From an optimization exercise on the open Yosys and OpenROAD flow, aimed at small area, a short achievable clock period and few clock cycles per item; shortcuts taken in it are not production practice.
In this exercise RTL edits were held to simulation tests only and were not proved equivalent to the original.
Power and IR drop assume default switching activity.

==> flow/design.v, too long to show whole: its modules and the start of the top module <==
// module rtty_coef_rom: 640 lines
// module rtty_mac: 475 lines
// module rtty_baudot_dec: 42 lines
// module rtty_slicer: 158 lines
// module rtty_frame_rx: 53 lines
// module rtty_rx: 37 lines
module rtty_rx (
    input  wire        clk,
    input  wire        rst,
    input  wire        in_valid,
    output wire        in_ready,
    input  wire [15:0] in_sample,
    output wire        bit_valid,
    output wire        bit_value,
    output wire        out_valid,
    output wire [7:0]  out_char,
    output wire        out_unk,
    output wire [15:0] fecnt
);
  // ...
==> flow/flow/run.sh <==
#!/bin/bash
# Own layout flow: the standard synthesis, then its full adders are given
# the polarity (fa(~a,~b,~c) = ~fa(a,b,c)) that needs the fewest inverters
# (flow/netfix.py; registers and all other cells are left as they are); then
# the standard layout from that netlist on.
# Each tool writes its full output to a log file in this folder.
set -euo pipefail
R=orfs/results/${FLOW_PLATFORM}/rtty_rx/base

bash standard.sh synth > flow_synth.log 2>&1

cp $R/1_2_yosys.v standard_1_2_yosys.v
python3 flow/netfix.py standard_1_2_yosys.v fixed.v > flow_netfix.log 2>&1
cp fixed.v $R/1_2_yosys.v
touch $R/1_2_yosys.v

bash standard.sh finish > flow_finish.log 2>&1
==> flow/flow/netfix.py <==
#!/usr/bin/env python3
"""Post-synthesis netlist clean-up for a flat Yosys netlist of sky130hd cells.

Full adders are self-dual: fa(~a,~b,~c) = (~sum, ~cout). Each fa cell may be
given an inverted polarity (inputs and outputs complemented) when that lowers
the number of inverters the netlist needs (greedy flips, then annealing).
Inverter chains are rebuilt so that every net has at most one inverter of its
value. Registers and all other cells are kept as they are.

usage: netfix.py in.v out.v
"""
import re, sys
from collections import defaultdict

INV_TYPES = {'sky130_fd_sc_hd__inv_1', 'sky130_fd_sc_hd__inv_2', 'sky130_fd_sc_hd__clkinv_1',
             'sky130_fd_sc_hd__inv_4', 'sky130_fd_sc_hd__clkinv_2'}
FA = 'sky130_fd_sc_hd__fa_1'
OUT_PINS = {'X', 'Y', 'Q', 'Q_N', 'SUM', 'COUT', 'HI', 'LO'}

def parse(text):
    m = re.search(r'\bmodule\s+(\S+)\s*\(', text)
    body_start = m.start()
    end = text.index('endmodule', body_start)
    body = text[body_start:end]
    # statements end with ';'
    stmts = [s.strip() for s in body.split(';')]
    return text[:body_start], stmts, text[end:]

cell_re = re.compile(r'^(sky130_fd_sc_hd__\w+)\s+(\S+)\s*\((.*)\)$', re.S)
pin_re = re.compile(r'\.(\w+)\s*\(\s*(.*?)\s*\)\s*(?:,|$)', re.S)

def main(src, dst):
    text = open(src).read()
    head, stmts, tail = parse(text)
    cells = []      # [type, name, {pin: net}] or None for other statements
    other = []
    ports = set()
    for i, s in enumerate(stmts):
        m = cell_re.match(s)
        if m:
            pins = {p: n for p, n in pin_re.findall(m.group(3))}
            cells.append([m.group(1), m.group(2), pins, i])
        else:
            other.append((i, s))
            for kw in ('input', 'output', 'inout'):
                if s.startswith(kw):
                    for nm in re.findall(r'(\\\S+|\w+)\s*$', s):
                        ports.add(nm)
    # nets used in assigns or ports are left alone
    fixed_nets = set()
    for i, s in other:
        if s.startswith('assign'):
            for tok in re.findall(r'\\\S+|[A-Za-z_][\w$]*(?:\[\d+\])?', s[6:]):
                fixed_nets.add(tok)
                fixed_nets.add(tok.split('[')[0])
    def base(n):
        return n.split('[')[0] if not n.startswith('\\') else n.split(' ')[0]
    def is_fixed(n):
        return n in fixed_nets or base(n) in fixed_nets or base(n) in ports or "'" in n
    drv = {}
    loads = defaultdict(list)
    for ci, c in enumerate(cells):
        for p, n in c[2].items():
            if p in OUT_PINS:
                drv[n] = (ci, p)
            else:
                loads[n].append((ci, p))
    isinv = [c[0] in INV_TYPES for c in cells]
    # root of a net: follow inverters back
    def root(n):
        par = 0
        seen = 0
        while n in drv and isinv[drv[n][0]] and not is_fixed(n):
            n = cells[drv[n][0]][2]['A']
            par ^= 1
            seen += 1
            if seen > 50: break
        return n, par
    # groups: root net -> list of (load ci, pin, parity) through inverter chains,
    # only where every inverter on the way drives cell pins only (no fixed net)
    groups = defaultdict(list)
    chain_invs = defaultdict(set)
    def walk(r, n, par):
        for (ci, p) in loads.get(n, []):
            if isinv[ci]:
                o = cells[ci][2]['Y']
                if is_fixed(o):
                    groups[r].append((ci, p, par))   # keep this inverter as a load
                    continue
                chain_invs[r].add(ci)
                walk(r, o, par ^ 1)
            else:
                groups[r].append((ci, p, par))
    roots = set()
    for ci, c in enumerate(cells):
        if isinv[ci]:
            continue
        for p, n in c[2].items():
            if p in OUT_PINS:
                roots.add(n)
    for n in list(loads):
        if n not in drv:
            roots.add(n)        # ports / undriven
    for r in roots:
        walk(r, r, 0)
    # polarity: fa cells only
    fa_ids = [ci for ci, c in enumerate(cells) if c[0] == FA]
    pol = defaultdict(int)
    root_src = {}
    for r in groups:
        if r in drv and cells[drv[r][0]][0] == FA:
            root_src[r] = drv[r][0]
    def need(r, ci, par):
        # physical parity needed between physical root and load ci
        ps = pol[root_src[r]] if r in root_src else 0
        pd = pol[ci] if cells[ci][0] == FA else 0
        return par ^ ps ^ pd
    def cost(r):
        return 1 if any(need(r, ci, par) for ci, p, par in groups[r]) else 0
    # nets touching each fa
    touch = defaultdict(set)
    for r in groups:
        if r in root_src:
            touch[root_src[r]].add(r)
        for ci, p, par in groups[r]:
            if cells[ci][0] == FA:
                touch[ci].add(r)
    before = sum(cost(r) for r in groups)
    old_invs = sum(1 for x in isinv if x)
    improved = True
    it = 0
    while improved and it < 50:
        improved = False
        it += 1
        for f in fa_ids:
            nets = touch[f]
            c0 = sum(cost(r) for r in nets)
            pol[f] ^= 1
            c1 = sum(cost(r) for r in nets)
            if c1 < c0:
                improved = True
            else:
                pol[f] ^= 1
    # annealing from the greedy result: random flips, accepting some worse ones
    import random, math
    rng = random.Random(1)
    cur = sum(cost(r) for r in groups)
    best = cur
    best_pol = dict(pol)
    T = 2.0
    steps = 200 * len(fa_ids)
    for step in range(steps):
        f = fa_ids[rng.randrange(len(fa_ids))]
        nets = touch[f]
        c0 = sum(cost(r) for r in nets)
        pol[f] ^= 1
        c1 = sum(cost(r) for r in nets)
        d = c1 - c0
        if d <= 0 or rng.random() < math.exp(-d / T):
            cur += d
            if cur < best:
                best = cur
                best_pol = dict(pol)
        else:
            pol[f] ^= 1
        T = max(0.05, 2.0 * (1 - step / steps))
    pol.clear()
    pol.update(best_pol)
    after = sum(cost(r) for r in groups)
    # rebuild
    dead = set()
    for r in groups:
        dead |= chain_invs[r]
    new_cells = []
    k = 0
    new_wires = []
    for r in groups:
        inv_net = None
        for ci, p, par in groups[r]:
            if need(r, ci, par):
                if inv_net is None:
                    inv_net = f'_pinv{k}_'
                    k += 1
                    new_wires.append(inv_net)
                    new_cells.append(['sky130_fd_sc_hd__inv_1', f'_pinvc{k}_', {'A': r, 'Y': inv_net}, None])
                cells[ci][2][p] = inv_net
            else:
                cells[ci][2][p] = r
    # fa polarity: complement outputs -> the physical nets carry inverted values;
    # handled above through need(); nothing else to change in the cells.
    out = [head.rstrip()]
    body_lines = []
    cell_at = {c[3]: c for c in cells}
    for i in range(len(stmts)):
        if i in cell_at:
            c = cell_at[i]
            ci = cells.index(c) if False else None
    idx_of = {c[3]: n for n, c in enumerate(cells)}
    text_out = []
    for i, s in enumerate(stmts):
        if i in idx_of:
            n = idx_of[i]
            if n in dead:
                continue
            c = cells[n]
            text_out.append(f"  {c[0]} {c[1]} (" + ",".join(f"\n    .{p}({v}{' ' if v.startswith(chr(92)) else ''})" for p, v in c[2].items()) + "\n  );")
        else:
            if s == '':
                continue
            if s.startswith('module'):
                text_out.append(s + ' ;')
                for w in new_wires:
                    text_out.append(f"  wire {w};")
            else:
                text_out.append('  ' + s + ' ;')
    for c in new_cells:
        text_out.append(f"  {c[0]} {c[1]} (" + ",".join(f"\n    .{p}({v}{' ' if v.startswith(chr(92)) else ''})" for p, v in c[2].items()) + "\n  );")
    open(dst, 'w').write(head + "\n".join(text_out) + "\n" + tail)
    flipped = sum(1 for f in fa_ids if pol[f])
    print(f"inverters: {old_invs} in netlist; rebuilt groups need {before} before, {after} after; "
          f"removed {len(dead)}, added {len(new_cells)}; flipped {flipped} of {len(fa_ids)} fa")

if __name__ == '__main__':
    main(sys.argv[1], sys.argv[2])
==> flow/standard.sh <==
#!/bin/bash
# synth_recipe.tcl (not shown) runs the flow's synth.tcl, then flattens the netlist and writes it again
# the make line also repeats each setting of config.mk as NAME=value (left out here)
make -C /OpenROAD-flow-scripts/flow DESIGN_CONFIG=/design/flow/config.mk WORK_HOME=/design/flow/orfs CLKGATE_MAP_FILE= SYNTH_SCRIPT=/design/flow/synth_recipe.tcl "${@:-finish}"
==> flow/config.mk <==
export PLATFORM = sky130hd
export DESIGN_NAME = rtty_rx
export DESIGN_NICKNAME = rtty_rx
export VERILOG_FILES = /design/flow/design.v
export SDC_FILE = /design/flow/constraint.sdc
export NUM_CORES = 4
export LEC_CHECK = 0
export CAP_MARGIN = 20
export CORE_MARGIN = 2
export CORE_UTILIZATION = 40
export SLEW_MARGIN = 50
export SYNTH_MEMORY_MAX_BITS = 65536
==> flow/constraint.sdc <==
create_clock -name core_clock -period 12.0 [get_ports {clk}]
set_input_delay 2.4000 -clock core_clock [delete_from_list [all_inputs] [get_ports {clk}]]
set_output_delay 2.4000 -clock core_clock [all_outputs]
set_load 0.01 [all_outputs]
==> results_dict.tcl, run 1 <==
set metrics [dict create \
    outcome "finished clean" \
    worst_slew_pin_slew_ns 0.870 \
    maxPowerGroup "sequential cells" \
    placed_cells 6992 \
    swShare_pct 34.9 \
    drv_cap 0 \
    clkPwrFrac_pct 32.6 \
    final_common_cell "dfxtp_1" \
    hp-start "u_slicer.last1$_DFF_P_" \
    worst_slack_ns 7.61 \
    total_power_mw 7.59 \
    grtUsageMet3_pct 11.5 \
    num-nonclk-buffers 208 \
    regToRegSetupSlack_ns 7.61 \
    met3_length_um 26400 \
    nonClkBufAreaFrac_pct 3.04 \
    fin_hold_ws_ns 0.422 \
    synth_fp_nets 6396 \
    dieHeight_um 363 \
    seq_power_share_pct 36.4 \
    numCtsBuffers 76 \
    hp-class "flip-flop to flip-flop" \
    drt-initial-drc-count 5632 \
    final_cell_mix "542 x dfxtp_1, 535 x fa_1, 429 x a22oi_1" \
    fin_util_pct 44.0 \
    clkTransAtPathRegs_ns 0.06 \
    finalCritPeriodShare_pct 36.6 \
    cts_max_level 3 \
    p_leak_nw 23.9 \
    inv_count 308 \
    n_antenna_cell 17 \
    required_ns 12.53 \
    postCtsSetupBuffers 0 \
    setup_viol_count_final 0 \
    multi_input_area_share_pct 63.7 \
    drive_gt1_share_pct 11.5 \
    drc 0 \
    dieArea_sq_um 132000 \
    ant_nets 0 \
    overflow 0 \
]
Testbench counts, summed over its fixed seeds: cycles 141,584, items 140,800.
==> module rtty_slicer, before the edit <==
module rtty_slicer (
    input  wire        clk,
    input  wire        rst,
    input  wire        in_valid,
    input  wire [15:0] in_sample,
    output reg         win_valid,
    output reg         win_bit
);
    reg  [15:0] lo;
    reg  [10:0] hi;
    wire        pos_first = hi[0] & lo[0];
    wire        pos_last  = hi[10] & lo[15];
    wire        take      = in_valid & ~rst;
    reg         v1, first1, last1;
    reg  [7:0]  one1, two1;          
    reg  [7:0]  nf_cm1, nf_sm1, nf_cs1, nf_ss1;    
    reg [13:0]  mag_cm1, mag_sm1, mag_cs1, mag_ss1;
    wire [13:0] r_cm, r_sm, r_cs, r_ss;
    wire [3:0]  r_neg;
    rtty_coef_rom u_rom (
        .lo(lo), .hi(hi),
        .mag_cm(r_cm), .mag_sm(r_sm), .mag_cs(r_cs), .mag_ss(r_ss), .neg(r_neg)
    );
    wire [16:0] xe = {in_sample, 1'b0};
    wire [7:0]  b_one, b_two, b_neg;
    genvar g;
    generate
        for (g = 0; g < 8; g = g + 1) begin : g_booth
            assign b_one[g] = xe[2*g+1] ^ xe[2*g];
            assign b_two[g] = (xe[2*g+2] & ~xe[2*g+1] & ~xe[2*g]) | (~xe[2*g+2] & xe[2*g+1] & xe[2*g]);
            assign b_neg[g] = xe[2*g+2];
        end
    endgenerate
    always @(posedge clk) begin
        if (rst) begin
            lo <= 16'd1;
            hi <= 11'd1;
            v1 <= 1'b0;
        end else begin
            v1 <= in_valid;
            if (in_valid) begin
                lo <= {lo[14:0], lo[15]};
                if (lo[15])
                    hi <= {hi[9:0], hi[10]};
            end
        end
        first1  <= pos_first;
        last1   <= pos_last;
        one1    <= take ? b_one : 8'd0;
        two1    <= take ? b_two : 8'd0;
        nf_cm1  <= take ? b_neg ^ {8{r_neg[0]}} : 8'd0;
        nf_sm1  <= take ? b_neg ^ {8{r_neg[1]}} : 8'd0;
        nf_cs1  <= take ? b_neg ^ {8{r_neg[2]}} : 8'd0;
        nf_ss1  <= take ? b_neg ^ {8{r_neg[3]}} : 8'd0;
        mag_cm1 <= r_cm;
        mag_sm1 <= r_sm;
        mag_cs1 <= r_cs;
        mag_ss1 <= r_ss;
    end
    wire [35:0] s_cm, c_cm, s_sm, c_sm, s_cs, c_cs, s_ss, c_ss;
    rtty_mac u_cm (.clk(clk), .en(v1), .first(first1), .one(one1), .two(two1), .nf(nf_cm1),
                   .mag(mag_cm1), .s(s_cm), .c(c_cm));
    rtty_mac u_sm (.clk(clk), .en(v1), .first(first1), .one(one1), .two(two1), .nf(nf_sm1),
                   .mag(mag_sm1), .s(s_sm), .c(c_sm));
    rtty_mac u_cs (.clk(clk), .en(v1), .first(first1), .one(one1), .two(two1), .nf(nf_cs1),
                   .mag(mag_cs1), .s(s_cs), .c(c_cs));
    rtty_mac u_ss (.clk(clk), .en(v1), .first(first1), .one(one1), .two(two1), .nf(nf_ss1),
                   .mag(mag_ss1), .s(s_ss), .c(c_ss));
    reg cap;
    always @(posedge clk) begin
        if (rst) cap <= 1'b0;
        else     cap <= v1 & last1;
    end
    wire [14:0] l_cm = {1'b0, s_cm[13:0]} + {1'b0, c_cm[13:0]};
    wire [14:0] l_sm = {1'b0, s_sm[13:0]} + {1'b0, c_sm[13:0]};
    wire [14:0] l_cs = {1'b0, s_cs[13:0]} + {1'b0, c_cs[13:0]};
    wire [14:0] l_ss = {1'b0, s_ss[13:0]} + {1'b0, c_ss[13:0]};
    reg [21:0] q0, q1, q2, q3;
    reg [21:0] h0, h1, h2, h3;
    reg [3:0]  k;
    reg        run;
    reg  [6:0] t;
    reg  [4:0] j;
    reg        resolve, active, jlast, sub, rnd_end;
    reg        rbit;
    reg [25:0] acc;
    reg        sticky;
    reg        fin;
    wire [4:0]  j_next  = (active & rnd_end) ? j + 5'd1 : j;
    wire        run_next = cap | (run & (t != 7'd92));
    wire [6:0]  t_next  = cap ? 7'd0 : (run ? t + 7'd1 : t);
    wire        resolve_next = run_next & (t_next[6:2] == 5'd0);
    wire        jlast_next   = ~cap & (j_next == 5'd21);
    localparam [25:0] ACC0 = 26'd8388606;
    wire [21:0] term    = rbit ? q0 : 22'd0;
    wire [25:0] sum     = acc + ({{4{term[21]}}, term} ^ {26{sub}});
    wire [21:0] res     = q0 + h0 + {21'd0, k[0]};
    always @(posedge clk) begin
        if (cap) begin
            q0 <= s_cm[35:14];
            q1 <= s_sm[35:14];
            q2 <= s_cs[35:14];
            q3 <= s_ss[35:14];
            h0 <= c_cm[35:14];
            h1 <= c_sm[35:14];
            h2 <= c_cs[35:14];
            h3 <= c_ss[35:14];
            k  <= {l_ss[14], l_cs[14], l_sm[14], l_cm[14]};
        end else begin
            q0 <= q1;
            q1 <= q2;
            q2 <= q3;
            q3 <= resolve ? res : q0;
            h0 <= h1;
            h1 <= h2;
            h2 <= h3;
            h3 <= 22'd0;
            k  <= {1'b0, k[3:1]};
        end
    end
    always @(posedge clk) begin
        if (rst) begin
            run       <= 1'b0;
            fin       <= 1'b0;
            win_valid <= 1'b0;
            resolve   <= 1'b0;
            active    <= 1'b0;
        end else begin
            run       <= run_next;
            fin       <= run & ~cap & (t == 7'd92);
            win_valid <= fin;
            resolve   <= resolve_next;
            active    <= run_next & (t_next > 7'd4);
        end
        t       <= t_next;
        rnd_end <= (t_next[1:0] == 2'd0);
        sub     <= t_next[1] ^ jlast_next;
        if (cap) begin
            j      <= 5'd0;
            jlast  <= 1'b0;
            acc    <= ACC0;
            sticky <= 1'b0;
        end else begin
            j     <= j_next;
            jlast <= jlast_next;
            if (active) begin
                if (rnd_end) begin
                    acc    <= {sum[25], sum[25:1]};
                    sticky <= sticky | sum[0];
                end else begin
                    acc <= sum;
                end
            end
        end
        rbit    <= q1[j_next];
        win_bit <= ~acc[25] & ((|acc) | sticky);
    end
endmodule
==> inputs of run 2 (changes only) <==
--- a/flow/design.v
+++ b/flow/design.v
@@ -633,28 +633,33 @@
         (hi[4] & |(lo & 16'h3333)) |
         (hi[5] & |(lo & 16'h6633)) |
         (hi[6] & |(lo & 16'h6666)) |
         (hi[7] & |(lo & 16'h6666)) |
         (hi[8] & |(lo & 16'hccc6)) |
         (hi[9] & |(lo & 16'hcccc)) |
         (hi[10] & |(lo & 16'hcccc));
 endmodule
-module rtty_mac (
+module rtty_mac #(
+    parameter [2:0] POL = 3'd0
+) (
     input  wire        clk,
     input  wire        en,
-    input  wire        first,
-    input  wire [7:0]  one,
-    input  wire [7:0]  two,
+    input  wire        first_i,
+    input  wire [7:0]  one_i,
+    input  wire [7:0]  two_i,
     input  wire [7:0]  nf,
     input  wire [13:0] mag,
     output reg  [35:0] s,
     output reg  [35:0] c
 );
     localparam [35:0] INIT = 36'd11455168512;
+    wire [7:0] one   = POL[0] ? ~one_i : one_i;
+    wire [7:0] two   = POL[1] ? ~two_i : two_i;
+    wire       first = POL[2] ? ~first_i : first_i;
     wire [14:0] m1 = {1'b0, mag};
     wire [14:0] m2 = {mag, 1'b0};
     wire [7:0] top = {8{en}} & ~nf;
     wire [35:0] sa = first ? INIT : s;
     wire [35:0] ca = first ? 36'd0 : c;
     wire pp0_0, pp0_1, pp0_2, pp0_3, pp0_4, pp0_5, pp0_6, pp0_7, pp0_8, pp0_9, pp0_10, pp0_11;
     wire pp0_12, pp0_13, pp0_14, pp1_0, pp1_1, pp1_2, pp1_3, pp1_4, pp1_5, pp1_6, pp1_7, pp1_8;
     wire pp1_9, pp1_10, pp1_11, pp1_12, pp1_13, pp1_14, pp2_0, pp2_1, pp2_2, pp2_3, pp2_4, pp2_5;
@@ -811,280 +816,280 @@
     assign pp7_13 = ((one[7] & m1[13]) | (two[7] & m2[13])) ^ nf[7];
     assign pp7_14 = ((one[7] & m1[14]) | (two[7] & m2[14])) ^ nf[7];
     assign t1 = nf[0] ^ pp0_0 ^ sa[0];
     assign t2 = (nf[0] & pp0_0) | (nf[0] & sa[0]) | (pp0_0 & sa[0]);
     assign t3 = pp0_1 ^ sa[1] ^ ca[1];
     assign t4 = (pp0_1 & sa[1]) | (pp0_1 & ca[1]) | (sa[1] & ca[1]);
     assign t5 = nf[1] ^ pp0_2 ^ pp1_0;
     assign t6 = (nf[1] & pp0_2) | (nf[1] & pp1_0) | (pp0_2 & pp1_0);
-    assign t7 = sa[2] ^ ca[2] ^ t5;
-    assign t8 = (sa[2] & ca[2]) | (sa[2] & t5) | (ca[2] & t5);
-    assign t9 = pp0_3 ^ pp1_1 ^ t6;
-    assign t10 = (pp0_3 & pp1_1) | (pp0_3 & t6) | (pp1_1 & t6);
-    assign t11 = sa[3] ^ ca[3] ^ t8;
-    assign t12 = (sa[3] & ca[3]) | (sa[3] & t8) | (ca[3] & t8);
+    assign t7 = sa[2] ^ ca[2] ^ t4;
+    assign t8 = (sa[2] & ca[2]) | (sa[2] & t4) | (ca[2] & t4);
+    assign t9 = pp0_3 ^ pp1_1 ^ sa[3];
+    assign t10 = (pp0_3 & pp1_1) | (pp0_3 & sa[3]) | (pp1_1 & sa[3]);
+    assign t11 = ca[3] ^ t6 ^ t9;
+    assign t12 = (ca[3] & t6) | (ca[3] & t9) | (t6 & t9);
     assign t13 = nf[2] ^ pp0_4 ^ pp1_2;
     assign t14 = (nf[2] & pp0_4) | (nf[2] & pp1_2) | (pp0_4 & pp1_2);
     assign t15 = pp2_0 ^ sa[4] ^ ca[4];
     assign t16 = (pp2_0 & sa[4]) | (pp2_0 & ca[4]) | (sa[4] & ca[4]);
-    assign t17 = t13 ^ t10 ^ t15;
-    assign t18 = (t13 & t10) | (t13 & t15) | (t10 & t15);
+    assign t17 = t10 ^ t13 ^ t15;
+    assign t18 = (t10 & t13) | (t10 & t15) | (t13 & t15);
     assign t19 = pp0_5 ^ pp1_3 ^ pp2_1;
     assign t20 = (pp0_5 & pp1_3) | (pp0_5 & pp2_1) | (pp1_3 & pp2_1);
-    assign t21 = t14 ^ sa[5] ^ ca[5];
-    assign t22 = (t14 & sa[5]) | (t14 & ca[5]) | (sa[5] & ca[5]);
-    assign t23 = t19 ^ t16 ^ t21;
-    assign t24 = (t19 & t16) | (t19 & t21) | (t16 & t21);
+    assign t21 = sa[5] ^ ca[5] ^ t14;
+    assign t22 = (sa[5] & ca[5]) | (sa[5] & t14) | (ca[5] & t14);
+    assign t23 = t16 ^ t19 ^ t18;
+    assign t24 = (t16 & t19) | (t16 & t18) | (t19 & t18);
     assign t25 = nf[3] ^ pp0_6 ^ pp1_4;
     assign t26 = (nf[3] & pp0_6) | (nf[3] & pp1_4) | (pp0_6 & pp1_4);
-    assign t27 = pp2_2 ^ pp3_0 ^ t20;
-    assign t28 = (pp2_2 & pp3_0) | (pp2_2 & t20) | (pp3_0 & t20);
-    assign t29 = sa[6] ^ ca[6] ^ t25;
-    assign t30 = (sa[6] & ca[6]) | (sa[6] & t25) | (ca[6] & t25);
-    assign t31 = t22 ^ t27 ^ t29;
-    assign t32 = (t22 & t27) | (t22 & t29) | (t27 & t29);
+    assign t27 = pp2_2 ^ pp3_0 ^ sa[6];
+    assign t28 = (pp2_2 & pp3_0) | (pp2_2 & sa[6]) | (pp3_0 & sa[6]);
+    assign t29 = ca[6] ^ t20 ^ t25;
+    assign t30 = (ca[6] & t20) | (ca[6] & t25) | (t20 & t25);
+    assign t31 = t27 ^ t22 ^ t29;
+    assign t32 = (t27 & t22) | (t27 & t29) | (t22 & t29);
     assign t33 = pp0_7 ^ pp1_5 ^ pp2_3;
     assign t34 = (pp0_7 & pp1_5) | (pp0_7 & pp2_3) | (pp1_5 & pp2_3);
-    assign t35 = pp3_1 ^ t26 ^ sa[7];
-    assign t36 = (pp3_1 & t26) | (pp3_1 & sa[7]) | (t26 & sa[7]);
-    assign t37 = ca[7] ^ t33 ^ t28;
-    assign t38 = (ca[7] & t33) | (ca[7] & t28) | (t33 & t28);
-    assign t39 = t30 ^ t35 ^ t37;
-    assign t40 = (t30 & t35) | (t30 & t37) | (t35 & t37);
+    assign t35 = pp3_1 ^ sa[7] ^ ca[7];
+    assign t36 = (pp3_1 & sa[7]) | (pp3_1 & ca[7]) | (sa[7] & ca[7]);
+    assign t37 = t26 ^ t28 ^ t33;
+    assign t38 = (t26 & t28) | (t26 & t33) | (t28 & t33);
+    assign t39 = t35 ^ t30 ^ t37;
+    assign t40 = (t35 & t30) | (t35 & t37) | (t30 & t37);
     assign t41 = nf[4] ^ pp0_8 ^ pp1_6;
     assign t42 = (nf[4] & pp0_8) | (nf[4] & pp1_6) | (pp0_8 & pp1_6);
     assign t43 = pp2_4 ^ pp3_2 ^ pp4_0;
     assign t44 = (pp2_4 & pp3_2) | (pp2_4 & pp4_0) | (pp3_2 & pp4_0);
-    assign t45 = t34 ^ sa[8] ^ ca[8];
-    assign t46 = (t34 & sa[8]) | (t34 & ca[8]) | (sa[8] & ca[8]);
-    assign t47 = t41 ^ t43 ^ t36;
-    assign t48 = (t41 & t43) | (t41 & t36) | (t43 & t36);
-    assign t49 = t45 ^ t38 ^ t47;
-    assign t50 = (t45 & t38) | (t45 & t47) | (t38 & t47);
+    assign t45 = sa[8] ^ ca[8] ^ t34;
+    assign t46 = (sa[8] & ca[8]) | (sa[8] & t34) | (ca[8] & t34);
+    assign t47 = t36 ^ t41 ^ t43;
+    assign t48 = (t36 & t41) | (t36 & t43) | (t41 & t43);
+    assign t49 = t38 ^ t45 ^ t47;
+    assign t50 = (t38 & t45) | (t38 & t47) | (t45 & t47);
     assign t51 = pp0_9 ^ pp1_7 ^ pp2_5;
     assign t52 = (pp0_9 & pp1_7) | (pp0_9 & pp2_5) | (pp1_7 & pp2_5);
-    assign t53 = pp3_3 ^ pp4_1 ^ t42;
-    assign t54 = (pp3_3 & pp4_1) | (pp3_3 & t42) | (pp4_1 & t42);
-    assign t55 = t44 ^ sa[9] ^ ca[9];
-    assign t56 = (t44 & sa[9]) | (t44 & ca[9]) | (sa[9] & ca[9]);
-    assign t57 = t51 ^ t46 ^ t53;
-    assign t58 = (t51 & t46) | (t51 & t53) | (t46 & t53);
-    assign t59 = t55 ^ t48 ^ t57;
-    assign t60 = (t55 & t48) | (t55 & t57) | (t48 & t57);
+    assign t53 = pp3_3 ^ pp4_1 ^ sa[9];
+    assign t54 = (pp3_3 & pp4_1) | (pp3_3 & sa[9]) | (pp4_1 & sa[9]);
+    assign t55 = ca[9] ^ t42 ^ t44;
+    assign t56 = (ca[9] & t42) | (ca[9] & t44) | (t42 & t44);
+    assign t57 = t51 ^ t53 ^ t46;
+    assign t58 = (t51 & t53) | (t51 & t46) | (t53 & t46);
+    assign t59 = t48 ^ t55 ^ t57;
+    assign t60 = (t48 & t55) | (t48 & t57) | (t55 & t57);
     assign t61 = nf[5] ^ pp0_10 ^ pp1_8;
     assign t62 = (nf[5] & pp0_10) | (nf[5] & pp1_8) | (pp0_10 & pp1_8);
     assign t63 = pp2_6 ^ pp3_4 ^ pp4_2;
     assign t64 = (pp2_6 & pp3_4) | (pp2_6 & pp4_2) | (pp3_4 & pp4_2);
-    assign t65 = pp5_0 ^ t52 ^ sa[10];
-    assign t66 = (pp5_0 & t52) | (pp5_0 & sa[10]) | (t52 & sa[10]);
-    assign t67 = ca[10] ^ t61 ^ t63;
-    assign t68 = (ca[10] & t61) | (ca[10] & t63) | (t61 & t63);
-    assign t69 = t54 ^ t56 ^ t65;
-    assign t70 = (t54 & t56) | (t54 & t65) | (t56 & t65);
+    assign t65 = pp5_0 ^ sa[10] ^ ca[10];
+    assign t66 = (pp5_0 & sa[10]) | (pp5_0 & ca[10]) | (sa[10] & ca[10]);
+    assign t67 = t52 ^ t54 ^ t61;
+    assign t68 = (t52 & t54) | (t52 & t61) | (t54 & t61);
+    assign t69 = t63 ^ t65 ^ t56;
+    assign t70 = (t63 & t65) | (t63 & t56) | (t65 & t56);
     assign t71 = t67 ^ t58 ^ t69;
     assign t72 = (t67 & t58) | (t67 & t69) | (t58 & t69);
     assign t73 = pp0_11 ^ pp1_9 ^ pp2_7;
     assign t74 = (pp0_11 & pp1_9) | (pp0_11 & pp2_7) | (pp1_9 & pp2_7);
     assign t75 = pp3_5 ^ pp4_3 ^ pp5_1;
     assign t76 = (pp3_5 & pp4_3) | (pp3_5 & pp5_1) | (pp4_3 & pp5_1);
-    assign t77 = t62 ^ t64 ^ sa[11];
-    assign t78 = (t62 & t64) | (t62 & sa[11]) | (t64 & sa[11]);
-    assign t79 = ca[11] ^ t73 ^ t75;
-    assign t80 = (ca[11] & t73) | (ca[11] & t75) | (t73 & t75);
-    assign t81 = t66 ^ t68 ^ t77;
-    assign t82 = (t66 & t68) | (t66 & t77) | (t68 & t77);
+    assign t77 = sa[11] ^ ca[11] ^ t62;
+    assign t78 = (sa[11] & ca[11]) | (sa[11] & t62) | (ca[11] & t62);
+    assign t79 = t64 ^ t66 ^ t73;
+    assign t80 = (t64 & t66) | (t64 & t73) | (t66 & t73);
+    assign t81 = t75 ^ t68 ^ t77;
+    assign t82 = (t75 & t68) | (t75 & t77) | (t68 & t77);
     assign t83 = t79 ^ t70 ^ t81;
     assign t84 = (t79 & t70) | (t79 & t81) | (t70 & t81);
     assign t85 = nf[6] ^ pp0_12 ^ pp1_10;
     assign t86 = (nf[6] & pp0_12) | (nf[6] & pp1_10) | (pp0_12 & pp1_10);
     assign t87 = pp2_8 ^ pp3_6 ^ pp4_4;
     assign t88 = (pp2_8 & pp3_6) | (pp2_8 & pp4_4) | (pp3_6 & pp4_4);
-    assign t89 = pp5_2 ^ pp6_0 ^ t74;
-    assign t90 = (pp5_2 & pp6_0) | (pp5_2 & t74) | (pp6_0 & t74);
-    assign t91 = t76 ^ sa[12] ^ ca[12];
-    assign t92 = (t76 & sa[12]) | (t76 & ca[12]) | (sa[12] & ca[12]);
-    assign t93 = t85 ^ t87 ^ t78;
-    assign t94 = (t85 & t87) | (t85 & t78) | (t87 & t78);
-    assign t95 = t80 ^ t89 ^ t91;
-    assign t96 = (t80 & t89) | (t80 & t91) | (t89 & t91);
-    assign t97 = t82 ^ t93 ^ t95;
-    assign t98 = (t82 & t93) | (t82 & t95) | (t93 & t95);
+    assign t89 = pp5_2 ^ pp6_0 ^ sa[12];
+    assign t90 = (pp5_2 & pp6_0) | (pp5_2 & sa[12]) | (pp6_0 & sa[12]);
+    assign t91 = ca[12] ^ t74 ^ t76;
+    assign t92 = (ca[12] & t74) | (ca[12] & t76) | (t74 & t76);
+    assign t93 = t85 ^ t87 ^ t89;
+    assign t94 = (t85 & t87) | (t85 & t89) | (t87 & t89);
+    assign t95 = t78 ^ t80 ^ t91;
+    assign t96 = (t78 & t80) | (t78 & t91) | (t80 & t91);
+    assign t97 = t93 ^ t82 ^ t95;
+    assign t98 = (t93 & t82) | (t93 & t95) | (t82 & t95);
     assign t99 = pp0_13 ^ pp1_11 ^ pp2_9;
     assign t100 = (pp0_13 & pp1_11) | (pp0_13 & pp2_9) | (pp1_11 & pp2_9);
     assign t101 = pp3_7 ^ pp4_5 ^ pp5_3;
     assign t102 = (pp3_7 & pp4_5) | (pp3_7 & pp5_3) | (pp4_5 & pp5_3);
-    assign t103 = pp6_1 ^ t86 ^ t88;
-    assign t104 = (pp6_1 & t86) | (pp6_1 & t88) | (t86 & t88);
-    assign t105 = sa[13] ^ ca[13] ^ t99;
-    assign t106 = (sa[13] & ca[13]) | (sa[13] & t99) | (ca[13] & t99);
-    assign t107 = t101 ^ t90 ^ t92;
-    assign t108 = (t101 & t90) | (t101 & t92) | (t90 & t92);
-    assign t109 = t103 ^ t105 ^ t94;
-    assign t110 = (t103 & t105) | (t103 & t94) | (t105 & t94);
-    assign t111 = t96 ^ t107 ^ t109;
-    assign t112 = (t96 & t107) | (t96 & t109) | (t107 & t109);
+    assign t103 = pp6_1 ^ sa[13] ^ ca[13];
+    assign t104 = (pp6_1 & sa[13]) | (pp6_1 & ca[13]) | (sa[13] & ca[13]);
+    assign t105 = t86 ^ t88 ^ t90;
+    assign t106 = (t86 & t88) | (t86 & t90) | (t88 & t90);
+    assign t107 = t99 ^ t101 ^ t103;
+    assign t108 = (t99 & t101) | (t99 & t103) | (t101 & t103);
+    assign t109 = t92 ^ t94 ^ t105;
+    assign t110 = (t92 & t94) | (t92 & t105) | (t94 & t105);
+    assign t111 = t107 ^ t96 ^ t109;
+    assign t112 = (t107 & t96) | (t107 & t109) | (t96 & t109);
     assign t113 = nf[7] ^ pp0_14 ^ pp1_12;
     assign t114 = (nf[7] & pp0_14) | (nf[7] & pp1_12) | (pp0_14 & pp1_12);
     assign t115 = pp2_10 ^ pp3_8 ^ pp4_6;
     assign t116 = (pp2_10 & pp3_8) | (pp2_10 & pp4_6) | (pp3_8 & pp4_6);
     assign t117 = pp5_4 ^ pp6_2 ^ pp7_0;
     assign t118 = (pp5_4 & pp6_2) | (pp5_4 & pp7_0) | (pp6_2 & pp7_0);
-    assign t119 = t100 ^ t102 ^ sa[14];
-    assign t120 = (t100 & t102) | (t100 & sa[14]) | (t102 & sa[14]);
-    assign t121 = ca[14] ^ t113 ^ t115;
-    assign t122 = (ca[14] & t113) | (ca[14] & t115) | (t113 & t115);
-    assign t123 = t117 ^ t104 ^ t106;
-    assign t124 = (t117 & t104) | (t117 & t106) | (t104 & t106);
-    assign t125 = t119 ^ t121 ^ t108;
-    assign t126 = (t119 & t121) | (t119 & t108) | (t121 & t108);
-    assign t127 = t123 ^ t110 ^ t125;
-    assign t128 = (t123 & t110) | (t123 & t125) | (t110 & t125);
+    assign t119 = sa[14] ^ ca[14] ^ t100;
+    assign t120 = (sa[14] & ca[14]) | (sa[14] & t100) | (ca[14] & t100);
+    assign t121 = t102 ^ t104 ^ t113;
+    assign t122 = (t102 & t104) | (t102 & t113) | (t104 & t113);
+    assign t123 = t115 ^ t117 ^ t106;
+    assign t124 = (t115 & t117) | (t115 & t106) | (t117 & t106);
+    assign t125 = t108 ^ t119 ^ t121;
+    assign t126 = (t108 & t119) | (t108 & t121) | (t119 & t121);
+    assign t127 = t110 ^ t123 ^ t125;
+    assign t128 = (t110 & t123) | (t110 & t125) | (t123 & t125);
     assign t129 = top[0] ^ pp1_13 ^ pp2_11;
     assign t130 = (top[0] & pp1_13) | (top[0] & pp2_11) | (pp1_13 & pp2_11);
     assign t131 = pp3_9 ^ pp4_7 ^ pp5_5;
     assign t132 = (pp3_9 & pp4_7) | (pp3_9 & pp5_5) | (pp4_7 & pp5_5);
-    assign t133 = pp6_3 ^ pp7_1 ^ t114;
-    assign t134 = (pp6_3 & pp7_1) | (pp6_3 & t114) | (pp7_1 & t114);
-    assign t135 = t116 ^ t118 ^ sa[15];
-    assign t136 = (t116 & t118) | (t116 & sa[15]) | (t118 & sa[15]);
-    assign t137 = ca[15] ^ t129 ^ t131;
-    assign t138 = (ca[15] & t129) | (ca[15] & t131) | (t129 & t131);
-    assign t139 = t120 ^ t122 ^ t133;
-    assign t140 = (t120 & t122) | (t120 & t133) | (t122 & t133);
+    assign t133 = pp6_3 ^ pp7_1 ^ sa[15];
+    assign t134 = (pp6_3 & pp7_1) | (pp6_3 & sa[15]) | (pp7_1 & sa[15]);
+    assign t135 = ca[15] ^ t114 ^ t116;
+    assign t136 = (ca[15] & t114) | (ca[15] & t116) | (t114 & t116);
+    assign t137 = t118 ^ t129 ^ t131;
+    assign t138 = (t118 & t129) | (t118 & t131) | (t129 & t131);
+    assign t139 = t133 ^ t120 ^ t122;
+    assign t140 = (t133 & t120) | (t133 & t122) | (t120 & t122);
     assign t141 = t135 ^ t137 ^ t124;
     assign t142 = (t135 & t137) | (t135 & t124) | (t137 & t124);
-    assign t143 = t139 ^ t126 ^ t141;
-    assign t144 = (t139 & t126) | (t139 & t141) | (t126 & t141);
+    assign t143 = t126 ^ t139 ^ t141;
+    assign t144 = (t126 & t139) | (t126 & t141) | (t139 & t141);
     assign t145 = pp1_14 ^ pp2_12 ^ pp3_10;
     assign t146 = (pp1_14 & pp2_12) | (pp1_14 & pp3_10) | (pp2_12 & pp3_10);
     assign t147 = pp4_8 ^ pp5_6 ^ pp6_4;
     assign t148 = (pp4_8 & pp5_6) | (pp4_8 & pp6_4) | (pp5_6 & pp6_4);
-    assign t149 = pp7_2 ^ t130 ^ t132;
-    assign t150 = (pp7_2 & t130) | (pp7_2 & t132) | (t130 & t132);
-    assign t151 = sa[16] ^ ca[16] ^ t145;
-    assign t152 = (sa[16] & ca[16]) | (sa[16] & t145) | (ca[16] & t145);
-    assign t153 = t147 ^ t134 ^ t136;
-    assign t154 = (t147 & t134) | (t147 & t136) | (t134 & t136);
-    assign t155 = t138 ^ t149 ^ t151;
-    assign t156 = (t138 & t149) | (t138 & t151) | (t149 & t151);
-    assign t157 = t140 ^ t153 ^ t155;
-    assign t158 = (t140 & t153) | (t140 & t155) | (t153 & t155);
+    assign t149 = pp7_2 ^ sa[16] ^ ca[16];
+    assign t150 = (pp7_2 & sa[16]) | (pp7_2 & ca[16]) | (sa[16] & ca[16]);
+    assign t151 = t130 ^ t132 ^ t134;
+    assign t152 = (t130 & t132) | (t130 & t134) | (t132 & t134);
+    assign t153 = t145 ^ t147 ^ t149;
+    assign t154 = (t145 & t147) | (t145 & t149) | (t147 & t149);
+    assign t155 = t136 ^ t138 ^ t151;
+    assign t156 = (t136 & t138) | (t136 & t151) | (t138 & t151);
+    assign t157 = t153 ^ t140 ^ t155;
+    assign t158 = (t153 & t140) | (t153 & t155) | (t140 & t155);
     assign t159 = t142 ^ t157;
     assign t160 = t142 & t157;
     assign t161 = top[1] ^ pp2_13 ^ pp3_11;
     assign t162 = (top[1] & pp2_13) | (top[1] & pp3_11) | (pp2_13 & pp3_11);
     assign t163 = pp4_9 ^ pp5_7 ^ pp6_5;
     assign t164 = (pp4_9 & pp5_7) | (pp4_9 & pp6_5) | (pp5_7 & pp6_5);
-    assign t165 = pp7_3 ^ t146 ^ t148;
-    assign t166 = (pp7_3 & t146) | (pp7_3 & t148) | (t146 & t148);
-    assign t167 = sa[17] ^ ca[17] ^ t161;
-    assign t168 = (sa[17] & ca[17]) | (sa[17] & t161) | (ca[17] & t161);
-    assign t169 = t163 ^ t150 ^ t152;
-    assign t170 = (t163 & t150) | (t163 & t152) | (t150 & t152);
-    assign t171 = t165 ^ t167 ^ t154;
-    assign t172 = (t165 & t167) | (t165 & t154) | (t167 & t154);
-    assign t173 = t156 ^ t169 ^ t171;
-    assign t174 = (t156 & t169) | (t156 & t171) | (t169 & t171);
+    assign t165 = pp7_3 ^ sa[17] ^ ca[17];
+    assign t166 = (pp7_3 & sa[17]) | (pp7_3 & ca[17]) | (sa[17] & ca[17]);
+    assign t167 = t146 ^ t148 ^ t150;
+    assign t168 = (t146 & t148) | (t146 & t150) | (t148 & t150);
+    assign t169 = t161 ^ t163 ^ t165;
+    assign t170 = (t161 & t163) | (t161 & t165) | (t163 & t165);
+    assign t171 = t152 ^ t154 ^ t167;
+    assign t172 = (t152 & t154) | (t152 & t167) | (t154 & t167);
+    assign t173 = t169 ^ t156 ^ t171;
+    assign t174 = (t169 & t156) | (t169 & t171) | (t156 & t171);
     assign t175 = t158 ^ t173;
     assign t176 = t158 & t173;
     assign t177 = pp2_14 ^ pp3_12 ^ pp4_10;
     assign t178 = (pp2_14 & pp3_12) | (pp2_14 & pp4_10) | (pp3_12 & pp4_10);
     assign t179 = pp5_8 ^ pp6_6 ^ pp7_4;
     assign t180 = (pp5_8 & pp6_6) | (pp5_8 & pp7_4) | (pp6_6 & pp7_4);
-    assign t181 = t162 ^ t164 ^ sa[18];
-    assign t182 = (t162 & t164) | (t162 & sa[18]) | (t164 & sa[18]);
-    assign t183 = ca[18] ^ t177 ^ t179;
-    assign t184 = (ca[18] & t177) | (ca[18] & t179) | (t177 & t179);
-    assign t185 = t166 ^ t168 ^ t181;
-    assign t186 = (t166 & t168) | (t166 & t181) | (t168 & t181);
-    assign t187 = t183 ^ t170 ^ t185;
-    assign t188 = (t183 & t170) | (t183 & t185) | (t170 & t185);
-    assign t189 = t172 ^ t187 ^ t174;
-    assign t190 = (t172 & t187) | (t172 & t174) | (t187 & t174);
+    assign t181 = sa[18] ^ ca[18] ^ t162;
+    assign t182 = (sa[18] & ca[18]) | (sa[18] & t162) | (ca[18] & t162);
+    assign t183 = t164 ^ t166 ^ t177;
+    assign t184 = (t164 & t166) | (t164 & t177) | (t166 & t177);
+    assign t185 = t179 ^ t168 ^ t170;
+    assign t186 = (t179 & t168) | (t179 & t170) | (t168 & t170);
+    assign t187 = t181 ^ t183 ^ t172;
+    assign t188 = (t181 & t183) | (t181 & t172) | (t183 & t172);
+    assign t189 = t185 ^ t174 ^ t187;
+    assign t190 = (t185 & t174) | (t185 & t187) | (t174 & t187);
     assign t191 = top[2] ^ pp3_13 ^ pp4_11;
     assign t192 = (top[2] & pp3_13) | (top[2] & pp4_11) | (pp3_13 & pp4_11);
     assign t193 = pp5_9 ^ pp6_7 ^ pp7_5;
     assign t194 = (pp5_9 & pp6_7) | (pp5_9 & pp7_5) | (pp6_7 & pp7_5);
-    assign t195 = t178 ^ t180 ^ sa[19];
-    assign t196 = (t178 & t180) | (t178 & sa[19]) | (t180 & sa[19]);
-    assign t197 = ca[19] ^ t191 ^ t193;
-    assign t198 = (ca[19] & t191) | (ca[19] & t193) | (t191 & t193);
+    assign t195 = sa[19] ^ ca[19] ^ t178;
+    assign t196 = (sa[19] & ca[19]) | (sa[19] & t178) | (ca[19] & t178);
+    assign t197 = t180 ^ t191 ^ t193;
+    assign t198 = (t180 & t191) | (t180 & t193) | (t191 & t193);
     assign t199 = t182 ^ t184 ^ t195;
     assign t200 = (t182 & t184) | (t182 & t195) | (t184 & t195);
     assign t201 = t197 ^ t186 ^ t199;
     assign t202 = (t197 & t186) | (t197 & t199) | (t186 & t199);
     assign t203 = t188 ^ t201;
     assign t204 = t188 & t201;
     assign t205 = pp3_14 ^ pp4_12 ^ pp5_10;
     assign t206 = (pp3_14 & pp4_12) | (pp3_14 & pp5_10) | (pp4_12 & pp5_10);
-    assign t207 = pp6_8 ^ pp7_6 ^ t192;
-    assign t208 = (pp6_8 & pp7_6) | (pp6_8 & t192) | (pp7_6 & t192);
-    assign t209 = t194 ^ sa[20] ^ ca[20];
-    assign t210 = (t194 & sa[20]) | (t194 & ca[20]) | (sa[20] & ca[20]);
-    assign t211 = t205 ^ t196 ^ t198;
-    assign t212 = (t205 & t196) | (t205 & t198) | (t196 & t198);
-    assign t213 = t207 ^ t209 ^ t200;
-    assign t214 = (t207 & t209) | (t207 & t200) | (t209 & t200);
+    assign t207 = pp6_8 ^ pp7_6 ^ sa[20];
+    assign t208 = (pp6_8 & pp7_6) | (pp6_8 & sa[20]) | (pp7_6 & sa[20]);
+    assign t209 = ca[20] ^ t192 ^ t194;
+    assign t210 = (ca[20] & t192) | (ca[20] & t194) | (t192 & t194);
+    assign t211 = t205 ^ t207 ^ t196;
+    assign t212 = (t205 & t207) | (t205 & t196) | (t207 & t196);
+    assign t213 = t198 ^ t209 ^ t200;
+    assign t214 = (t198 & t209) | (t198 & t200) | (t209 & t200);
     assign t215 = t211 ^ t202 ^ t213;
     assign t216 = (t211 & t202) | (t211 & t213) | (t202 & t213);
     assign t217 = top[3] ^ pp4_13 ^ pp5_11;
     assign t218 = (top[3] & pp4_13) | (top[3] & pp5_11) | (pp4_13 & pp5_11);
-    assign t219 = pp6_9 ^ pp7_7 ^ t206;
-    assign t220 = (pp6_9 & pp7_7) | (pp6_9 & t206) | (pp7_7 & t206);
-    assign t221 = sa[21] ^ ca[21] ^ t217;
-    assign t222 = (sa[21] & ca[21]) | (sa[21] & t217) | (ca[21] & t217);
-    assign t223 = t208 ^ t210 ^ t219;
-    assign t224 = (t208 & t210) | (t208 & t219) | (t210 & t219);
+    assign t219 = pp6_9 ^ pp7_7 ^ sa[21];
+    assign t220 = (pp6_9 & pp7_7) | (pp6_9 & sa[21]) | (pp7_7 & sa[21]);
+    assign t221 = ca[21] ^ t206 ^ t208;
+    assign t222 = (ca[21] & t206) | (ca[21] & t208) | (t206 & t208);
+    assign t223 = t217 ^ t219 ^ t210;
+    assign t224 = (t217 & t219) | (t217 & t210) | (t219 & t210);
     assign t225 = t221 ^ t212 ^ t223;
     assign t226 = (t221 & t212) | (t221 & t223) | (t212 & t223);
     assign t227 = t214 ^ t225;
     assign t228 = t214 & t225;
     assign t229 = pp4_14 ^ pp5_12 ^ pp6_10;
     assign t230 = (pp4_14 & pp5_12) | (pp4_14 & pp6_10) | (pp5_12 & pp6_10);
-    assign t231 = pp7_8 ^ t218 ^ sa[22];
-    assign t232 = (pp7_8 & t218) | (pp7_8 & sa[22]) | (t218 & sa[22]);
-    assign t233 = ca[22] ^ t229 ^ t220;
-    assign t234 = (ca[22] & t229) | (ca[22] & t220) | (t229 & t220);
-    assign t235 = t222 ^ t231 ^ t224;
-    assign t236 = (t222 & t231) | (t222 & t224) | (t231 & t224);
-    assign t237 = t233 ^ t226 ^ t235;
-    assign t238 = (t233 & t226) | (t233 & t235) | (t226 & t235);
+    assign t231 = pp7_8 ^ sa[22] ^ ca[22];
+    assign t232 = (pp7_8 & sa[22]) | (pp7_8 & ca[22]) | (sa[22] & ca[22]);
+    assign t233 = t218 ^ t220 ^ t229;
+    assign t234 = (t218 & t220) | (t218 & t229) | (t220 & t229);
+    assign t235 = t231 ^ t222 ^ t233;
+    assign t236 = (t231 & t222) | (t231 & t233) | (t222 & t233);
+    assign t237 = t224 ^ t235 ^ t226;
+    assign t238 = (t224 & t235) | (t224 & t226) | (t235 & t226);
     assign t239 = top[4] ^ pp5_13 ^ pp6_11;
     assign t240 = (top[4] & pp5_13) | (top[4] & pp6_11) | (pp5_13 & pp6_11);
-    assign t241 = pp7_9 ^ t230 ^ sa[23];
-    assign t242 = (pp7_9 & t230) | (pp7_9 & sa[23]) | (t230 & sa[23]);
-    assign t243 = ca[23] ^ t239 ^ t232;
-    assign t244 = (ca[23] & t239) | (ca[23] & t232) | (t239 & t232);
+    assign t241 = pp7_9 ^ sa[23] ^ ca[23];
+    assign t242 = (pp7_9 & sa[23]) | (pp7_9 & ca[23]) | (sa[23] & ca[23]);
+    assign t243 = t230 ^ t232 ^ t239;
+    assign t244 = (t230 & t232) | (t230 & t239) | (t232 & t239);
     assign t245 = t241 ^ t234 ^ t243;
     assign t246 = (t241 & t234) | (t241 & t243) | (t234 & t243);
     assign t247 = t236 ^ t245;
     assign t248 = t236 & t245;
     assign t249 = pp5_14 ^ pp6_12 ^ pp7_10;
     assign t250 = (pp5_14 & pp6_12) | (pp5_14 & pp7_10) | (pp6_12 & pp7_10);
-    assign t251 = t240 ^ sa[24] ^ ca[24];
-    assign t252 = (t240 & sa[24]) | (t240 & ca[24]) | (sa[24] & ca[24]);
-    assign t253 = t249 ^ t242 ^ t251;
-    assign t254 = (t249 & t242) | (t249 & t251) | (t242 & t251);
-    assign t255 = t244 ^ t253 ^ t246;
-    assign t256 = (t244 & t253) | (t244 & t246) | (t253 & t246);
+    assign t251 = sa[24] ^ ca[24] ^ t240;
+    assign t252 = (sa[24] & ca[24]) | (sa[24] & t240) | (ca[24] & t240);
+    assign t253 = t242 ^ t249 ^ t244;
+    assign t254 = (t242 & t249) | (t242 & t244) | (t249 & t244);
+    assign t255 = t251 ^ t246 ^ t253;
+    assign t256 = (t251 & t246) | (t251 & t253) | (t246 & t253);
     assign t257 = top[5] ^ pp6_13 ^ pp7_11;
     assign t258 = (top[5] & pp6_13) | (top[5] & pp7_11) | (pp6_13 & pp7_11);
-    assign t259 = t250 ^ sa[25] ^ ca[25];
-    assign t260 = (t250 & sa[25]) | (t250 & ca[25]) | (sa[25] & ca[25]);
+    assign t259 = sa[25] ^ ca[25] ^ t250;
+    assign t260 = (sa[25] & ca[25]) | (sa[25] & t250) | (ca[25] & t250);
     assign t261 = t257 ^ t252 ^ t259;
     assign t262 = (t257 & t252) | (t257 & t259) | (t252 & t259);
     assign t263 = t254 ^ t261 ^ t256;
     assign t264 = (t254 & t261) | (t254 & t256) | (t261 & t256);
-    assign t265 = pp6_14 ^ pp7_12 ^ t258;
-    assign t266 = (pp6_14 & pp7_12) | (pp6_14 & t258) | (pp7_12 & t258);
-    assign t267 = sa[26] ^ ca[26] ^ t260;
-    assign t268 = (sa[26] & ca[26]) | (sa[26] & t260) | (ca[26] & t260);
-    assign t269 = t265 ^ t262 ^ t267;
-    assign t270 = (t265 & t262) | (t265 & t267) | (t262 & t267);
+    assign t265 = pp6_14 ^ pp7_12 ^ sa[26];
+    assign t266 = (pp6_14 & pp7_12) | (pp6_14 & sa[26]) | (pp7_12 & sa[26]);
+    assign t267 = ca[26] ^ t258 ^ t265;
+    assign t268 = (ca[26] & t258) | (ca[26] & t265) | (t258 & t265);
+    assign t269 = t260 ^ t267 ^ t262;
+    assign t270 = (t260 & t267) | (t260 & t262) | (t267 & t262);
     assign t271 = top[6] ^ pp7_13 ^ sa[27];
     assign t272 = (top[6] & pp7_13) | (top[6] & sa[27]) | (pp7_13 & sa[27]);
     assign t273 = ca[27] ^ t266 ^ t271;
     assign t274 = (ca[27] & t266) | (ca[27] & t271) | (t266 & t271);
     assign t275 = t268 ^ t273 ^ t270;
     assign t276 = (t268 & t273) | (t268 & t270) | (t273 & t270);
     assign t277 = pp7_14 ^ sa[28] ^ ca[28];
     assign t278 = (pp7_14 & sa[28]) | (pp7_14 & ca[28]) | (sa[28] & ca[28]);
@@ -1101,18 +1106,18 @@
     assign t289 = sa[32] ^ ca[32] ^ t288;
     assign t290 = (sa[32] & ca[32]) | (sa[32] & t288) | (ca[32] & t288);
     assign t291 = sa[33] ^ ca[33] ^ t290;
     assign t292 = (sa[33] & ca[33]) | (sa[33] & t290) | (ca[33] & t290);
     assign t293 = sa[34] ^ ca[34];
     assign t294 = sa[34] & ca[34];
     assign t295 = sa[35] ^ ca[35] ^ t294;
     assign t296 = (sa[35] & ca[35]) | (sa[35] & t294) | (ca[35] & t294);
-    wire [35:0] s_n = {t295, t293, t291, t289, t287, t285, t283, t279, t275, t269, t263, t248, t238, t228, t216, t204, t203, t176, t160, t144, t128, t112, t98, t84, t72, t60, t50, t40, t32, t24, t18, t12, t9, t4, t2, ca[0]};
-    wire [35:0] c_n = {1'b0, t292, 1'b0, 1'b0, 1'b0, t284, 1'b0, t276, 1'b0, t264, 1'b0, t255, t247, t237, t227, t215, t190, t189, t175, t159, t143, t127, t111, t97, t83, t71, t59, t49, t39, t31, t23, t17, t11, t7, t3, t1};
+    wire [35:0] s_n = {t295, t293, t291, t289, t287, t285, t283, t279, t275, t269, t263, t248, t247, t228, t227, t204, t190, t176, t160, t144, t128, t112, t98, t84, t72, t60, t50, t40, t32, t24, t21, t12, t8, t5, t2, ca[0]};
+    wire [35:0] c_n = {1'b0, t292, 1'b0, 1'b0, 1'b0, t284, 1'b0, t276, 1'b0, t264, 1'b0, t255, t238, t237, t216, t215, t203, t189, t175, t159, t143, t127, t111, t97, t83, t71, t59, t49, t39, t31, t23, t17, t11, t7, t3, t1};
     always @(posedge clk) begin
         s <= s_n;
         c <= c_n;
     end
 endmodule
 module rtty_baudot_dec (
     input  wire [4:0] code,
     output reg  [7:0] ch,
@@ -1163,18 +1168,19 @@
     output reg         win_valid,
     output reg         win_bit
 );
     reg  [15:0] lo;
     reg  [10:0] hi;
     wire        pos_first = hi[0] & lo[0];
     wire        pos_last  = hi[10] & lo[15];
     wire        take      = in_valid & ~rst;
-    reg         v1, first1, last1;
-    reg  [7:0]  one1, two1;          
+    reg         v1, last1;
+    reg  [7:0]  one_cm1, two_cm1, one_sm1, two_sm1, one_cs1, two_cs1, one_ss1, two_ss1;
+    reg         first_cm1, first_sm1, first_cs1, first_ss1;
     reg  [7:0]  nf_cm1, nf_sm1, nf_cs1, nf_ss1;    
     reg [13:0]  mag_cm1, mag_sm1, mag_cs1, mag_ss1;
     wire [13:0] r_cm, r_sm, r_cs, r_ss;
     wire [3:0]  r_neg;
     rtty_coef_rom u_rom (
         .lo(lo), .hi(hi),
         .mag_cm(r_cm), .mag_sm(r_sm), .mag_cs(r_cs), .mag_ss(r_ss), .neg(r_neg)
     );
@@ -1196,38 +1202,47 @@
         end else begin
             v1 <= in_valid;
             if (in_valid) begin
                 lo <= {lo[14:0], lo[15]};
                 if (lo[15])
                     hi <= {hi[9:0], hi[10]};
             end
         end
-        first1  <= pos_first;
         last1   <= pos_last;
-        one1    <= take ? b_one : 8'd0;
-        two1    <= take ? b_two : 8'd0;
+        one_cm1 <= take ? b_one : 8'd0;
+        two_cm1 <= take ? b_two : 8'd0;
+        one_sm1 <= ~(take ? b_one : 8'd0);
+        two_sm1 <= ~(take ? b_two : 8'd0);
+        one_cs1 <= take ? b_one : 8'd0;
+        two_cs1 <= ~(take ? b_two : 8'd0);
+        one_ss1 <= ~(take ? b_one : 8'd0);
+        two_ss1 <= take ? b_two : 8'd0;
+        first_cm1 <= pos_first;
+        first_sm1 <= ~pos_first;
+        first_cs1 <= pos_first & take;
+        first_ss1 <= ~(pos_first & take);
         nf_cm1  <= take ? b_neg ^ {8{r_neg[0]}} : 8'd0;
         nf_sm1  <= take ? b_neg ^ {8{r_neg[1]}} : 8'd0;
         nf_cs1  <= take ? b_neg ^ {8{r_neg[2]}} : 8'd0;
         nf_ss1  <= take ? b_neg ^ {8{r_neg[3]}} : 8'd0;
         mag_cm1 <= r_cm;
         mag_sm1 <= r_sm;
         mag_cs1 <= r_cs;
         mag_ss1 <= r_ss;
     end
     wire [35:0] s_cm, c_cm, s_sm, c_sm, s_cs, c_cs, s_ss, c_ss;
-    rtty_mac u_cm (.clk(clk), .en(v1), .first(first1), .one(one1), .two(two1), .nf(nf_cm1),
-                   .mag(mag_cm1), .s(s_cm), .c(c_cm));
-    rtty_mac u_sm (.clk(clk), .en(v1), .first(first1), .one(one1), .two(two1), .nf(nf_sm1),
-                   .mag(mag_sm1), .s(s_sm), .c(c_sm));
-    rtty_mac u_cs (.clk(clk), .en(v1), .first(first1), .one(one1), .two(two1), .nf(nf_cs1),
-                   .mag(mag_cs1), .s(s_cs), .c(c_cs));
-    rtty_mac u_ss (.clk(clk), .en(v1), .first(first1), .one(one1), .two(two1), .nf(nf_ss1),
-                   .mag(mag_ss1), .s(s_ss), .c(c_ss));
+    rtty_mac #(.POL(3'b000)) u_cm (.clk(clk), .en(v1), .first_i(first_cm1), .one_i(one_cm1),
+                   .two_i(two_cm1), .nf(nf_cm1), .mag(mag_cm1), .s(s_cm), .c(c_cm));
+    rtty_mac #(.POL(3'b111)) u_sm (.clk(clk), .en(v1), .first_i(first_sm1), .one_i(one_sm1),
+                   .two_i(two_sm1), .nf(nf_sm1), .mag(mag_sm1), .s(s_sm), .c(c_sm));
+    rtty_mac #(.POL(3'b010)) u_cs (.clk(clk), .en(v1), .first_i(first_cs1), .one_i(one_cs1),
+                   .two_i(two_cs1), .nf(nf_cs1), .mag(mag_cs1), .s(s_cs), .c(c_cs));
+    rtty_mac #(.POL(3'b101)) u_ss (.clk(clk), .en(v1), .first_i(first_ss1), .one_i(one_ss1),
+                   .two_i(two_ss1), .nf(nf_ss1), .mag(mag_ss1), .s(s_ss), .c(c_ss));
     reg cap;
     always @(posedge clk) begin
         if (rst) cap <= 1'b0;
         else     cap <= v1 & last1;
     end
     wire [14:0] l_cm = {1'b0, s_cm[13:0]} + {1'b0, c_cm[13:0]};
     wire [14:0] l_sm = {1'b0, s_sm[13:0]} + {1'b0, c_sm[13:0]};
     wire [14:0] l_cs = {1'b0, s_cs[13:0]} + {1'b0, c_cs[13:0]};
==> flow/flow/run.sh (replaced) <==
#!/bin/bash
# Own layout flow: the standard layout (standard.sh) with two changes.
# 1. The port buffers that global placement inserts on every input and output
#    port are buf_4 cells instead of the default pick (a delay buffer).
# 2. After the standard synthesis, its full adders are given the polarity
#    (fa(~a,~b,~c) = ~fa(a,b,c)) that needs the fewest inverters
#    (flow/netfix.py); registers and all other cells are left as they are.
# Each tool writes its full output to a log file in this folder.
set -euo pipefail
R=orfs/results/${FLOW_PLATFORM}/rtty_rx/base
export BUFFER_PORTS_ARGS="-buffer_cell sky130_fd_sc_hd__buf_4"

bash standard.sh synth > flow_synth.log 2>&1

cp $R/1_2_yosys.v standard_1_2_yosys.v
python3 flow/netfix.py standard_1_2_yosys.v fixed.v > flow_netfix.log 2>&1
cp fixed.v $R/1_2_yosys.v
touch $R/1_2_yosys.v

bash standard.sh finish > flow_finish.log 2>&1
==> run 2 against run 1 <==
Against the previous run: sequential share of layout area grew 0.72 points; clock skew shrank 0.015 ns; critical endpoint is now u_slicer.u_ss.s[25]$_DFF_P_; global-route usage grew 1.6 points; still clean; highest routed layer unchanged.
==> results_dict.tcl, run 2 <==
set metrics [dict create \
    drt-total-wl_um 246000 \
    worstPathCellList "inv_1 > a22oi_1 > xor2_1 > fa_1 > fa_1 > inv_1 > fa_1 > fa_1 > fa_1" \
    cts_root_buffer "clkbuf_16" \
    antenna_found_initial 27 \
    ir_drop_mv 0.104 \
    synth_warnings 7 \
    routedWlPerCell_um 34.0 \
    p_leak_nw 24.1 \
    dieArea_sq_um 132000 \
    required_ns 12.55 \
    firstDrtPassIters 10 \
    grt_pass1_vias 45500 \
    finalCritPeriodShare_pct 34.9 \
    period_needed_ns 4.19 \
    drive_gt1_share_pct 11.8 \
    drc 0 \
    fmax_ghz 0.238 \
    clk_latency_ns 0.68 \
    rsz0062_at_grt "no" \
    fin_util_pct 43.6 \
    cp.arrival_ns 4.74 \
    drv_cap 0 \
    hp-class "flip-flop to flip-flop" \
    final_common_cell "dfxtp_1" \
    final_cell_mix "567 x dfxtp_1, 535 x fa_1, 458 x nand2_1" \
    core_sq_um 129000 \
    dieHeight_um 364 \
    rows 132 \
    grt_first_pass_wirelength_um 350000 \
    fin_tns_setup_ns 0 \
    hold_violations 0 \
    ios 48 \
    start_util_pct 40.2 \
    power_density_nw_per_um2 146 \
    clockBufferDepth 3 \
    netlist_instances 5699 \
    skew_ns 0.0428 \
    syn_area_sq_um 51800 \
    cts_tree "done" \
    cp-start-kind "flip-flop" \
    crit_fanout 16 \
    layout.nets 6122 \
    crit_type "flip-flop to flip-flop" \
    port_buffers 45 \
    hpwlAfterDp_um 177000 \
    outcome "finished clean" \
    overflow 0 \
    final_max_slew_viol_count 0 \
    ctsResizeCount 0 \
    synth_fp_nets 6408 \
    grt_max_degree 81 \
    num_vias 45200 \
    drt-initial-drc-count 5837 \
    hold_buffers 0 \
    ant_nets 0 \
    grt_usage_pct 37.1 \
    place.gp.congestion 1.15 \
    endpoint_kind "flip-flop" \
    numCtsBuffers 76 \
    cts.sinks 648 \
    clkTransAtPathRegs_ns 0.06 \
    crit_top_cell "fa_1" \
    cts_max_level 3 \
    setup_viol_count_final 0 \
    cpMaxStageDelayCell "dfxtp_1" \
    slew_headroom_pct 40.0 \
    areaGrowthSynthToFinish_pct 8.48 \
    slowest_delay_ns 0.79 \
    avgSynthCellArea_sq_um 9.09 \
    die_width_um 364 \
    worst_slew_pin_slew_ns 0.891 \
    postCtsSetupBuffers 0 \
    via_per_inst 6.24 \
]
==> run 2: stage by stage <==
stage	hold WS, ns	area [sq um]	power [mW]	setup WS (ns)	std cells
after floorplan	0.404	51800	4.90	8.31	5699
after detailed placement	0.404	53500	5.84	7.92	7074
after global placement	0.409	53200	5.73	7.96	7070
after global routing	0.440	56200	8.86	7.67	7221
final	0.417	56200	8.22	7.81	7234
after CTS	0.413	56000	8.28	7.92	7214
==> run 2: final timing paths <==
kind / startpoint / end / slack (ns) / cells after the start
worst max-delay path: u_slicer.one_sm1[5]$_DFF_P_ / u_slicer.u_ss.s[25]$_DFF_P_ / 7.81 / 9
worst min-delay path: u_slicer.last1$_DFF_P_ / u_slicer.cap$_SDFF_PP0_ / 0.42 / 2
worst max register to register: u_slicer.one_sm1[5]$_DFF_P_ / u_slicer.u_ss.s[25]$_DFF_P_ / 7.81 / 9
worst min register to register: u_slicer.last1$_DFF_P_ / u_slicer.cap$_SDFF_PP0_ / 0.42 / 2
==> run 2: area by class of cell <==
cell class | instances | area, sq um
fill | 12600 | 72800
multi-input combinational | 4191 | 35700
sequential | 648 | 13200
tap | 1742 | 2180
clock buffer | 104 | 2140
timing repair buffer | 177 | 1380
inverter | 319 | 1200
clock inverter | 36 | 424
antenna | 17 | 42.5
==> run 2: critical path: cells and delay by family, from the launching register on <==
family	cells	cell delay, ns
fa+ha+maj	5	2.19
flops	1	0.79
buf+inv	2	0.54
compound gates	1	0.33
xor+xnor	1	0.23
==> run 2: routing by layer <==
layer | up-vias | wire (um) | track usage [%]
met5 | - | 172 | 0
met4 | 24 | 21800 | 27.5
met3 | 851 | 25100 | 11.0
met2 | 2991 | 105000 | 54.7
met1 | 22400 | 94300 | 46.0
li1 | 18900 | - | -
==> run 2: power by group <==
part	internal [mW]	switching [mW]	total [mW]	leakage, nW
logic	1.24	1.65	2.89	17.5
registers	2.60	0.343	2.94	5.35
clock network	1.41	0.975	2.38	1.25
Testbench counts of run 2, summed over its fixed seeds: cycles 141,584, items 140,800.

-- static timing again, ports no longer ideal --
The results above use ideal ports. As a check the final layouts listed here were re-extracted and re-timed, cells and wires unchanged. Step 1 (the two cells are an assumption about what drives the block):
set clk [get_ports {clk}]
set_driving_cell -lib_cell sky130_fd_sc_hd__clkbuf_16 $clk
set_driving_cell -lib_cell sky130_fd_sc_hd__buf_2 [delete_from_list [all_inputs] $clk]
Step 2 adds t to the input delays and takes it off the output delays; t is the mean of the earliest and latest rising clock arrival at the registers after step 1. Input paths then give back, and output paths get back, about the clock's delay inside the block. Slacks: ideal ports / drivers / drivers and shift; pairs: ideal ports / drivers.
| run | t (ns) | slack for setup (ns) | worst setup path at the end | clock arrival spread, ns |
|---|---|---|---|---|
| run 1 | 0.757 | 7.611 / 7.611 / 7.611 | register to register | 0.058 / 0.058 |
| run 2 | 0.745 | 7.806 / 7.806 / 7.806 | register to register | 0.049 / 0.048 |
After both steps setup and hold are still met in every run listed.
